What follows belongs to an exercise in optimizing a design on an open flow for small area; a production flow would make more cautious choices. Only simulation tests tie the RTL to the original design; equivalence was not proved. Power figures rest on the tool's default switching activity, not on a simulated workload.

Setup of run Y:
==> flow/design.v (excerpt) <==
module irk_core #(
    parameter integer TICK_RATE_HZ     = 1000000,
    parameter integer MARGIN_US        = 100,
    parameter integer T_TRAIN_US       = 1000,
    parameter integer T_SILENCE_US     = 600,
    parameter integer T_SHORT_US       = 600,
    parameter integer T_LONG_US        = 1650,
    parameter integer TICK_BITS        = 16,
    parameter integer RESET_COUNT_BITS = 16,
    parameter integer MARK_LOWER_CHECK = 0,
    parameter integer TX_RX_POLICY_RESET = 1
) (
    input  wire        clk,
    input  wire        rst,           
    input  wire        step_valid,
    input  wire [31:0] step_word,
    input  wire [7:0]  dev_addr,      
    output reg         resp_valid,
    output wire [2:0]  resp_code,
    output reg  [31:0] rdata,
    output reg         timer_reset,   
    output reg         cmd_valid,     
    output wire [15:0] cmd,
    output reg         iv_valid,      
    output wire        iv_mark,
    output reg  [15:0] iv_dur,        
    output wire        cap_polarity,  
    output wire        cap_enabled
);
Settings: LEC_CHECK=0, CAP_MARGIN=20, CORE_MARGIN=2, CORE_UTILIZATION=55, SLEW_MARGIN=20; clock period 5.0 ns.
standard.sh (not shown) runs the stock make flow with config.mk's settings and CLKGATE_MAP_FILE= SYNTH_SCRIPT=/design/flow/synth_recipe.tcl, a recipe that flattens the netlist after the stock synthesis.
==> flow/flow/run.sh <==
#!/bin/bash
# Own layout flow: the standard flow (standard.sh) with these changes:
#  * synthesis maps logic with an area-oriented ABC script (flow/area.abc)
#    (with &deepsyn) instead of ORFS's speed script; everything else in synth_recipe.tcl,
#    including the flip-flop mapping, is unchanged;
#  * port buffers use sky130_fd_sc_hd__buf_1;
#  * clock tree synthesis uses clkbuf_4 and no dummy loads.
# Each tool's output goes to a log file in the work folder.
set -euo pipefail
W=$(pwd)
{
  echo "set ::area_abc_script $W/flow/area.abc"
  cat "$W/flow/abc_override.tcl"
  cat "$W/synth_recipe.tcl"
} > "$W/area_synth.tcl"
EXTRA="'BUFFER_PORTS_ARGS=-buffer_cell sky130_fd_sc_hd__buf_1'"
EXTRA="$EXTRA 'CTS_ARGS=-sink_clustering_enable -repair_clock_nets -dont_use_dummy_load -sink_clustering_size 30 -sink_clustering_max_diameter 100 -buf_list sky130_fd_sc_hd__clkbuf_4'"
sed -e "s#SYNTH_SCRIPT=[^ ]*#SYNTH_SCRIPT=$W/area_synth.tcl#" \
    -e "s#CLKGATE_MAP_FILE= #CLKGATE_MAP_FILE= $EXTRA #" \
    "$W/standard.sh" > "$W/area_standard.sh"
grep -q "area_synth.tcl" "$W/area_standard.sh"
grep -q "BUFFER_PORTS_ARGS" "$W/area_standard.sh"
grep -q "CTS_ARGS" "$W/area_standard.sh"
bash "$W/area_standard.sh" > "$W/orfs_make.log" 2>&1
test -f "$W/out/final.def"
==> flow/flow/abc_override.tcl <==
# Map with an area-oriented ABC script instead of ORFS's speed script.
proc abc {args} {
  set i [lsearch -exact $args -script]
  if {$i >= 0} {
    set args [lreplace $args $i [expr {$i + 1}] -script $::area_abc_script]
  }
  yosys abc {*}$args
}
==> flow/flow/area.abc <==
strash
&get -n
&fraig -x
&put
scorr
dc2
strash
&get -n
&deepsyn -I 20 -J 10 -S 1
&dch -f
&nf -R 1000
&put
topo
[inputs] run G vs run Y
-- flow/design.v --
<<< run Y, line 38
    localparam [6:0] TX_EMPTY = 7'd101;
    reg [5:0]  rx_c;
    reg [7:0]  frame0, frame1, frame2, frame3, frame4;  
    reg [7:0]  cur;             
    reg        pairs_ok;        
>>> run G, line 38
    localparam [6:0] TX_EMPTY = 7'd101;
    reg [5:0]  rx_c;
    reg [7:0]  frame0, frame1, frame2, frame3, frame4, frame5;  
    reg [7:0]  cur;             
    reg        pairs_ok;        
<<< run Y, line 161
        if (byte_done && rx_c[5:3] == 3'd3) frame3 <= nb;
        if (byte_done && rx_c[5:3] == 3'd4) frame4 <= nb;
    end
    always @(posedge clk) begin
>>> run G, line 161
        if (byte_done && rx_c[5:3] == 3'd3) frame3 <= nb;
        if (byte_done && rx_c[5:3] == 3'd4) frame4 <= nb;
        if (byte_done && rx_c[5:3] == 3'd5) frame5 <= nb;
    end
    always @(posedge clk) begin
<<< run Y, line 236
    wire [7:0] f3 = (byte_count > 3'd3) ? frame3 : 8'd0;
    wire [7:0] f4 = (byte_count > 3'd4) ? frame4 : 8'd0;
    wire [7:0] f5 = rx_st3 ? cur : 8'd0;    
    wire [6:0] cmask = ~(7'h7F << bit_count);
    wire [7:0] cb = {1'b0, cur[6:0] & cmask};
>>> run G, line 237
    wire [7:0] f3 = (byte_count > 3'd3) ? frame3 : 8'd0;
    wire [7:0] f4 = (byte_count > 3'd4) ? frame4 : 8'd0;
    wire [7:0] f5 = (byte_count > 3'd5) ? frame5 : 8'd0;
    wire [6:0] cmask = ~(7'h7F << bit_count);
    wire [7:0] cb = {1'b0, cur[6:0] & cmask};
==> comparison <==
Across both runs, inserted tap cell count was higher for run G than for run Y.
On clock network contribution to total cell area, run Y tracks run G almost exactly.
Placer's final routability congestion estimate of run G exceeds that of run Y by a few percent.
Internal power contribution deteriorates in run G relative to run Y.
The wire length on met3 in run G was lower than what run Y gave.
Run G vs run Y, clock share of power went down by 1.0 points.
Run G: full flow OK, the timing, design-rule and antenna checks passed
On power drawn by the clock network, the higher figure sits with run G, not run Y.
Adder-cell share of the synthesized area of run G is on par with run Y.
The global-route usage over all layers reported for run G is smaller than that of run Y by 3.0 points.
Run G reports a higher multiplexer fraction of the synthesized cell area than run Y does.
met1 wire length sits higher in run G than in run Y.
In run G, sequential share of layout area is higher than in run Y.
Count of standard-cell rows: run G vs run Y up 1
Relative to run Y, total number of multi-input combinational cells decreased by about 7% in run G.

==> what the ideal ports hide <==
In the flow no input, the clock included, has a driving cell. The finished layouts below were timed again as built, in two steps. Step 1 assumes that a clkbuf_16 drives the clock port and a buf_2 every other input. Step 2 adds t to the input delays and takes it off the output delays; t is the mean of the earliest and latest rising clock arrival at the registers after step 1. Input paths then give back, and output paths get back, about the clock's delay inside the block. a / b / c = ideal ports / drivers / drivers and shift; a / b = the first two.
run | shift t [ns] | setup WS [ns] | worst slew at a driven data input, ns
run Y | 0.550 | 0.363 / 0.352 / -0.174 | 0.04
run G | 0.556 | 0.385 / 0.400 / -0.156 | 0.03
Met with ideal ports but missed after step 2: setup timing in run Y and run G. For run G, which loses most, drivers alone change the setup slack by +0.015 ns; drivers and shift together by -0.541 ns.
